What follows belongs to an exercise in optimizing a design on an open flow for small area, a short achievable clock period and few clock cycles; a production flow would make more cautious choices. Function was checked by simulation only, so behaviour that the tests miss may differ from the original. Power and IR drop assume default switching activity. The clock port is modelled as an ideal driver; clocking choices that lean on that would not hold on a real chip.

// ledgrid_sync
module ledgrid_sync (
    input  wire        clk,
    input  wire        rst,
    input  wire        sel_n,
    input  wire        rx_valid,
    input  wire [7:0]  rx_data,
    output wire        render_req,
    output wire [7:0]  render_bright,
    input  wire [4:0]  pix_addr,
    output wire [23:0] pix_data,
    input  wire        render_done,
    input  wire [31:0] render_dur,
    output wire        busy,
    output reg         status,
    output reg         debug,
    output reg  [31:0] txn_count,
    output reg  [31:0] frame_count,
    output reg  [31:0] malformed_count,
    output reg  [31:0] zpay_count,
    output reg  [31:0] last_render_dur
);
    localparam MAX_STRIPS = 4;
    localparam MAX_LEDS   = 6;
    localparam NSLOTS     = MAX_STRIPS * MAX_LEDS;
    localparam RX_MAX     = 80;
    localparam [7:0] OP_SET_PIXEL  = 8'h01;
    localparam [7:0] OP_SET_BRIGHT = 8'h02;
    localparam [7:0] OP_RENDER     = 8'h03;
    localparam [7:0] OP_CLEAR      = 8'h04;
    localparam [7:0] OP_SET_RANGE  = 8'h05;
    localparam [7:0] OP_SET_ALL    = 8'h06;
    localparam [7:0] OP_RECONFIG   = 8'h07;
    localparam [7:0] OP_KEEPALIVE  = 8'hFF;
    reg        sel_q;
    reg        armed;         
    reg  [6:0] nb;            
    reg        rend;          
    assign busy       = rend;
    assign render_req = rend;
    wire sel_assert   = sel_q && !sel_n;
    wire sel_deassert = !sel_q && sel_n;
    wire take         = armed && !sel_n && rx_valid && (nb != RX_MAX);
    wire publish      = sel_deassert && armed && (nb != 7'd0);
    wire b0 = (nb == 7'd0);
    wire b1 = (nb == 7'd1);
    wire b2 = (nb == 7'd2);
    wire b3 = (nb == 7'd3);
    wire b4 = (nb == 7'd4);
    reg [2:0]  cfg_strips;    
    reg [2:0]  cfg_len;       
    reg [7:0]  bright;
    reg [23:0] fb  [0:NSLOTS-1];    
    reg [23:0] stg [0:NSLOTS-1];    
    reg [NSLOTS-1:0] blank;         
    reg [NSLOTS-1:0] pend;          
    wire [4:0] total = cfg_strips * cfg_len;
    reg o_pix, o_bri, o_ren, o_clr, o_rng, o_all, o_cfg, o_ka;
  ...
Size in the first run: about 3,400 cells after synthesis, about 1,400 flip-flops.
Settings: LEC_CHECK=0, CAP_MARGIN=20, CORE_MARGIN=2, CORE_UTILIZATION=60, CTS_CLUSTER_DIAMETER=100, CTS_CLUSTER_SIZE=20, SETUP_SLACK_MARGIN=5, SLEW_MARGIN=20; clock period 12.0 ns.
run.sh (not shown) runs the stock make flow with config.mk's settings and CLKGATE_MAP_FILE= SYNTH_SCRIPT=/design/flow/synth_recipe.tcl, a recipe that flattens the netlist after the stock synthesis.
The starting point went through all stages and came out clean.
Testbench counts at the start, summed over its fixed seeds: cycles 21,798.
Change:
--- a/flow/config.mk
+++ b/flow/config.mk
@@ -8,7 +8,5 @@
 export CAP_MARGIN = 20
 export CORE_MARGIN = 2
-export CORE_UTILIZATION = 60
-export CTS_CLUSTER_DIAMETER = 100
-export CTS_CLUSTER_SIZE = 20
+export CORE_UTILIZATION = 40
 export SETUP_SLACK_MARGIN = 5
 export SLEW_MARGIN = 20
Outcome: Count of clock-buffer cells in the layout is higher by 71; total power goes up by 22%; non-clock buffer count decreases by 51; register-to-register slack improves by 200 ps; final cell count increases by 12%; via count went down by 2.0%; routed wire length is about the same; critical path depth stays the same; clock power goes up by about 70%; utilization goes down by 21 points.

---

sierra:
ledgrid_sync, a different RTL version from the one above (not shown whole).
For scale: ~3,300 cells after synthesis, ~1,400 flip-flops, roughly 250 I/O pins, about 51,000 µm² of cells after synthesis.
Settings: LEC_CHECK=0, CAP_MARGIN=20, CORE_MARGIN=2, CORE_UTILIZATION=60, SETUP_SLACK_MARGIN=5, SLEW_MARGIN=20, SYNTH_HIERARCHICAL=1, SYNTH_MINIMUM_KEEP_SIZE=0, TNS_END_PERCENT=5; clock period 12.0 ns.
standard.sh (not shown) runs the stock make flow with config.mk's settings and CLKGATE_MAP_FILE= SYNTH_SCRIPT=/design/flow/synth_recipe.tcl, a recipe that flattens the netlist after the stock synthesis.
==> flow/flow/run.sh <==
#!/bin/bash
# Own layout flow: the standard ORFS flow (standard.sh), with two changes to
# how the layout is made:
#  - the port buffers are plain sky130_fd_sc_hd__buf_1 cells (the resizer still
#    upsizes them where timing needs it) instead of the delay-cell buffers
#    buffer_ports picks by default;
#  - clock tree synthesis clusters up to 25 sinks per leaf buffer and inserts no
#    dummy loads.
# make's full output goes to flow_make.log in the work folder; ORFS keeps each
# step's own log under orfs/logs.
set -euo pipefail
bash standard.sh \
  "BUFFER_PORTS_ARGS=-buffer_cell sky130_fd_sc_hd__buf_1" \
  "CTS_ARGS=-sink_clustering_enable -repair_clock_nets -sink_clustering_size 25 -sink_clustering_max_diameter 100 -dont_use_dummy_load" \
  "SETUP_SLACK_MARGIN=5.8" \
  finish > flow_make.log 2>&1
Testbench counts of sierra, summed over its fixed seeds: cycles 21,798.
### sierra -> yarrow
Settings: CORE_UTILIZATION: 60 -> 65; TNS_END_PERCENT: 5 -> unset.
## What came out
- The run showing the smaller total of cells resized after clock tree synthesis is sierra.
- Relative to sierra, tightest hold margin decreased by 13 ps in yarrow.
- Diff sierra..yarrow | part of the total power dissipated in sequential elements | negligible
- Changes observed in yarrow relative to sierra: end-of-flow core utilization now sits higher; maximum frequency fell by 2.2%; area taken by multi-input logic gates rose 250 µm²; synthesized area closely matched the old numbers; final wirelength grew by 2.9%.

---

Starting RTL as in the previous note.
clock: 12.0 ns
lec_check: 0
cap_margin: 20
core_margin: 2
core_utilization: 60
gpl_timing_driven: 0
setup_slack_margin: 5
slew_margin: 20
synth_hierarchical: 1
synth_minimum_keep_size: 0
Scripts as last shown in full above: flow/flow/run.sh
The first run completed without violations.
Testbench counts at the start, summed over its fixed seeds: cycles 21,798.
Change:
--- a/flow/flow/run.sh
+++ b/flow/flow/run.sh
@@ -14,3 +14,3 @@
   "CTS_ARGS=-sink_clustering_enable -repair_clock_nets -sink_clustering_size 25 -sink_clustering_max_diameter 100 -dont_use_dummy_load" \
-  "SETUP_SLACK_MARGIN=5.8" \
+  "SETUP_SLACK_MARGIN=5.7" \
   finish > flow_make.log 2>&1
GPL_TIMING_DRIVEN = default   (was 0)
Outcome:
- The new run finished clean
- cell area decreases by 1.6%
- power decreases by 0.48%
- clock-buffer cell count decreases by 1
- wire length increases by about 3%
- hold slack improved by 23 ps
- register-to-register slack got worse by 170 ps
- synthesized area stays the same
- first-iteration DRC count increases by about 10%
- die area does not change
Change:
--- a/flow/flow/run.sh
+++ b/flow/flow/run.sh
@@ -6,3 +6,3 @@
 #    buffer_ports picks by default;
-#  - clock tree synthesis clusters up to 25 sinks per leaf buffer and inserts no
+#  - clock tree synthesis clusters up to 30 sinks per leaf buffer and inserts no
 #    dummy loads.
@@ -13,4 +13,4 @@
   "BUFFER_PORTS_ARGS=-buffer_cell sky130_fd_sc_hd__buf_1" \
-  "CTS_ARGS=-sink_clustering_enable -repair_clock_nets -sink_clustering_size 25 -sink_clustering_max_diameter 100 -dont_use_dummy_load" \
-  "SETUP_SLACK_MARGIN=5.7" \
+  "CTS_ARGS=-sink_clustering_enable -repair_clock_nets -sink_clustering_size 30 -sink_clustering_max_diameter 100 -dont_use_dummy_load" \
+  "SETUP_SLACK_MARGIN=5.8" \
   finish > flow_make.log 2>&1
The changed run passed the timing, design-rule and antenna checks; setup slack degrades by 8.6 ps; clock power fell by about 10%; synthesized cell count does not change; cell count barely changes; global-route usage falls by 0.43 points; clock skew stays flat; sequential cell count does not change.

---

== v30 ==
Starting RTL as in the previous note.
clock: 12.0 ns
lec_check: 0
cap_margin: 20
core_margin: 2
core_utilization: 60
setup_slack_margin: 5
slew_margin: 20
synth_hierarchical: 1
synth_minimum_keep_size: 0
==> flow/flow/run.sh <==
#!/bin/bash
# Own layout flow: the standard ORFS flow (standard.sh), with two changes to
# how the layout is made:
#  - the port buffers are plain sky130_fd_sc_hd__buf_1 cells (the resizer still
#    upsizes them where timing needs it) instead of the delay-cell buffers
#    buffer_ports picks by default;
#  - clock tree synthesis clusters up to 25 sinks per leaf buffer and inserts no
#    dummy loads.
# make's full output goes to flow_make.log in the work folder; ORFS keeps each
# step's own log under orfs/logs.
set -euo pipefail
bash standard.sh \
  "BUFFER_PORTS_ARGS=-buffer_cell sky130_fd_sc_hd__buf_1" \
  "CTS_ARGS=-sink_clustering_enable -repair_clock_nets -sink_clustering_size 25 -sink_clustering_max_diameter 100 -dont_use_dummy_load" \
  "SETUP_SLACK_MARGIN=5.9" \
  finish > flow_make.log 2>&1
v30: no failed stages, no open violations at the end
Testbench counts of v30, summed over its fixed seeds: cycles 21,798.
Inputs modified between v30 and v35:
diff --git a/flow/flow/run.sh b/flow/flow/run.sh
--- a/flow/flow/run.sh
+++ b/flow/flow/run.sh
@@ -13,4 +13,4 @@
   "BUFFER_PORTS_ARGS=-buffer_cell sky130_fd_sc_hd__buf_1" \
   "CTS_ARGS=-sink_clustering_enable -repair_clock_nets -sink_clustering_size 25 -sink_clustering_max_diameter 100 -dont_use_dummy_load" \
-  "SETUP_SLACK_MARGIN=5.9" \
+  "SETUP_SLACK_MARGIN=5.2" \
   finish > flow_make.log 2>&1
## What came out
- v30 | stages: all done | timing, DRC, antenna: all pass
- v35 ran to completion and came out clean on the timing, design-rule and antenna checks.
- Of v30 and v35, v35 shows the higher met3 layer usage reported by global route, with v30 below it.
- Diff v30 -> v35: final critical-path setup slack went down by 0.40 ns, overall track demand over capacity in global routing shows a reduction of 1.7 points.
- v35 vs v30 on sequential share of cell area: v35 is the higher one.

---

Another version of the RTL of ledgrid_sync (not shown whole).
Size in the first run: ~3300 cells after synthesis, ~1400 flip-flops, roughly 0.051 mm2 of cells after synthesis.
clock: 12.0 ns
lec_check: 0
cap_margin: 10
core_margin: 2
core_utilization: 70
cts_cluster_diameter: 100
cts_cluster_size: 20
setup_slack_margin: 5
slew_margin: 10
run.sh (not shown) runs the stock make flow with config.mk's settings and CLKGATE_MAP_FILE= SYNTH_SCRIPT=/design/flow/synth_recipe.tcl, a recipe that flattens the netlist after the stock synthesis.
Stock flow here: none of the scripts above is used.
The baseline completed without violations.
Testbench counts at the start, summed over its fixed seeds: cycles 21,798.
Next try:
==> flow/flow/run.sh (new file) <==
#!/bin/bash
# Own layout flow: the standard ORFS flow (standard.sh), with two changes to
# how the layout is made:
#  - the port buffers are plain sky130_fd_sc_hd__buf_1 cells (the resizer still
#    upsizes them where timing needs it) instead of the delay-cell buffers
#    buffer_ports picks by default;
#  - clock tree synthesis clusters up to 30 sinks per leaf buffer and inserts no
#    dummy loads.
# make's full output goes to flow_make.log in the work folder; ORFS keeps each
# step's own log under orfs/logs.
set -euo pipefail
bash standard.sh \
  "BUFFER_PORTS_ARGS=-buffer_cell sky130_fd_sc_hd__buf_1" \
  "CTS_ARGS=-sink_clustering_enable -repair_clock_nets -sink_clustering_size 30 -sink_clustering_max_diameter 100 -dont_use_dummy_load" \
  "SETUP_SLACK_MARGIN=6.5" \
  finish > flow_make.log 2>&1
==> flow/standard.sh (new file) <==
#!/bin/bash
# synth_recipe.tcl (not shown) runs the flow's synth.tcl, then flattens the netlist and writes it again
# the make line also repeats each setting of config.mk as NAME=value (left out here)
make -C /OpenROAD-flow-scripts/flow DESIGN_CONFIG=/design/flow/config.mk WORK_HOME=/design/flow/orfs CLKGATE_MAP_FILE= SYNTH_SCRIPT=/design/flow/synth_recipe.tcl "${@:-finish}"
==> flow/config.mk (replaced) <==
export PLATFORM = sky130hd
export DESIGN_NAME = ledgrid_sync
export DESIGN_NICKNAME = ledgrid_sync
export VERILOG_FILES = /design/flow/design.v
export SDC_FILE = /design/flow/constraint.sdc
export NUM_CORES = 4
export LEC_CHECK = 0
export CAP_MARGIN = 20
export CORE_MARGIN = 2
export CORE_UTILIZATION = 60
export SETUP_SLACK_MARGIN = 5
export SLEW_MARGIN = 20
removed: flow/run.sh
After rerunning: The new run ran to the end with no violations. Via count came out lower by 9.0%. Final area came out lower by 2.8%. Wire length fell by 11%. Worst setup slack is better by 0.56 ns. Register-to-register slack gets worse by 0.39 ns. Area after synthesis is unchanged. Power drops by 8.6%. Core utilization decreases by 13 points. Worst hold slack got worse by 0.058 ns. Global-route usage decreases by 11 points.
Next try:
==> flow/flow/run.sh (replaced) <==
#!/bin/bash
# Own layout flow: the standard ORFS flow (standard.sh), with two changes to
# how the layout is made:
#  - the port buffers are plain sky130_fd_sc_hd__buf_1 cells (the resizer still
#    upsizes them where timing needs it) instead of the delay-cell buffers
#    buffer_ports picks by default;
#  - clock tree synthesis clusters up to 25 sinks per leaf buffer and inserts no
#    dummy loads.
# make's full output goes to flow_make.log in the work folder; ORFS keeps each
# step's own log under orfs/logs.
set -euo pipefail
bash standard.sh \
  "BUFFER_PORTS_ARGS=-buffer_cell sky130_fd_sc_hd__buf_1" \
  "CTS_ARGS=-sink_clustering_enable -repair_clock_nets -sink_clustering_size 25 -sink_clustering_max_diameter 100 -dont_use_dummy_load" \
  finish > flow_make.log 2>&1
=> Wire length fell by 1.7%; die area is unchanged; utilization fell by 1.1 points; via count fell by 0.39%; synthesized area does not change; worst hold slack gains 0.041 ns; clock skew fell by 0.061 ns; worst setup slack loses 0.33 ns; register-to-register slack loses 0.42 ns; flip-flop and latch count does not change.

[afterwards: timing with drivers on the ports]
How much do the figures lean on ideal ports? The routed layouts below were timed once more, with nothing changed but the port constraints.
Step 1 sets driving cells, clkbuf_16 on the clock port and buf_2 on the other inputs (assumed; they add their load-dependent delay and slew).
Step 2 adds t to the input delays and takes it off the output delays; t is the mean of the earliest and latest rising clock arrival at the registers after step 1. Input paths then give back, and output paths get back, about the clock's delay inside the block.
a / b / c = ideal ports / drivers / drivers and shift; a / b = the first two.
run	t (ns)	setup slack, ns	cell pins on the clock port's net
the first run of note 1	0.734	4.894 / 4.778 / 4.220	1
the second run of note 1	0.843	4.916 / 4.805 / 4.021	1
sierra	0.694	5.683 / 5.554 / 5.554	1
yarrow	0.697	5.541 / 5.407 / 5.407	1
the first run of note 3	0.691	5.676 / 5.526 / 5.526	1
the second run of note 3	0.695	5.654 / 5.531 / 5.531	1
the third run of note 3	0.707	5.645 / 5.490 / 5.490	1
v30	0.693	5.627 / 5.489 / 5.489	1
v35	0.689	5.231 / 5.182 / 5.182	1
the first run of note 5	0.738	4.767 / 4.742 / 4.742	1
the second run of note 5	0.720	5.331 / 5.298 / 5.298	1
the third run of note 5	0.686	5.004 / 4.974 / 4.974	1
After both steps setup and hold are still met in every run listed. For the second run of note 1, which loses most, drivers alone change the setup slack by -0.111 ns; drivers and shift together by -0.895 ns.
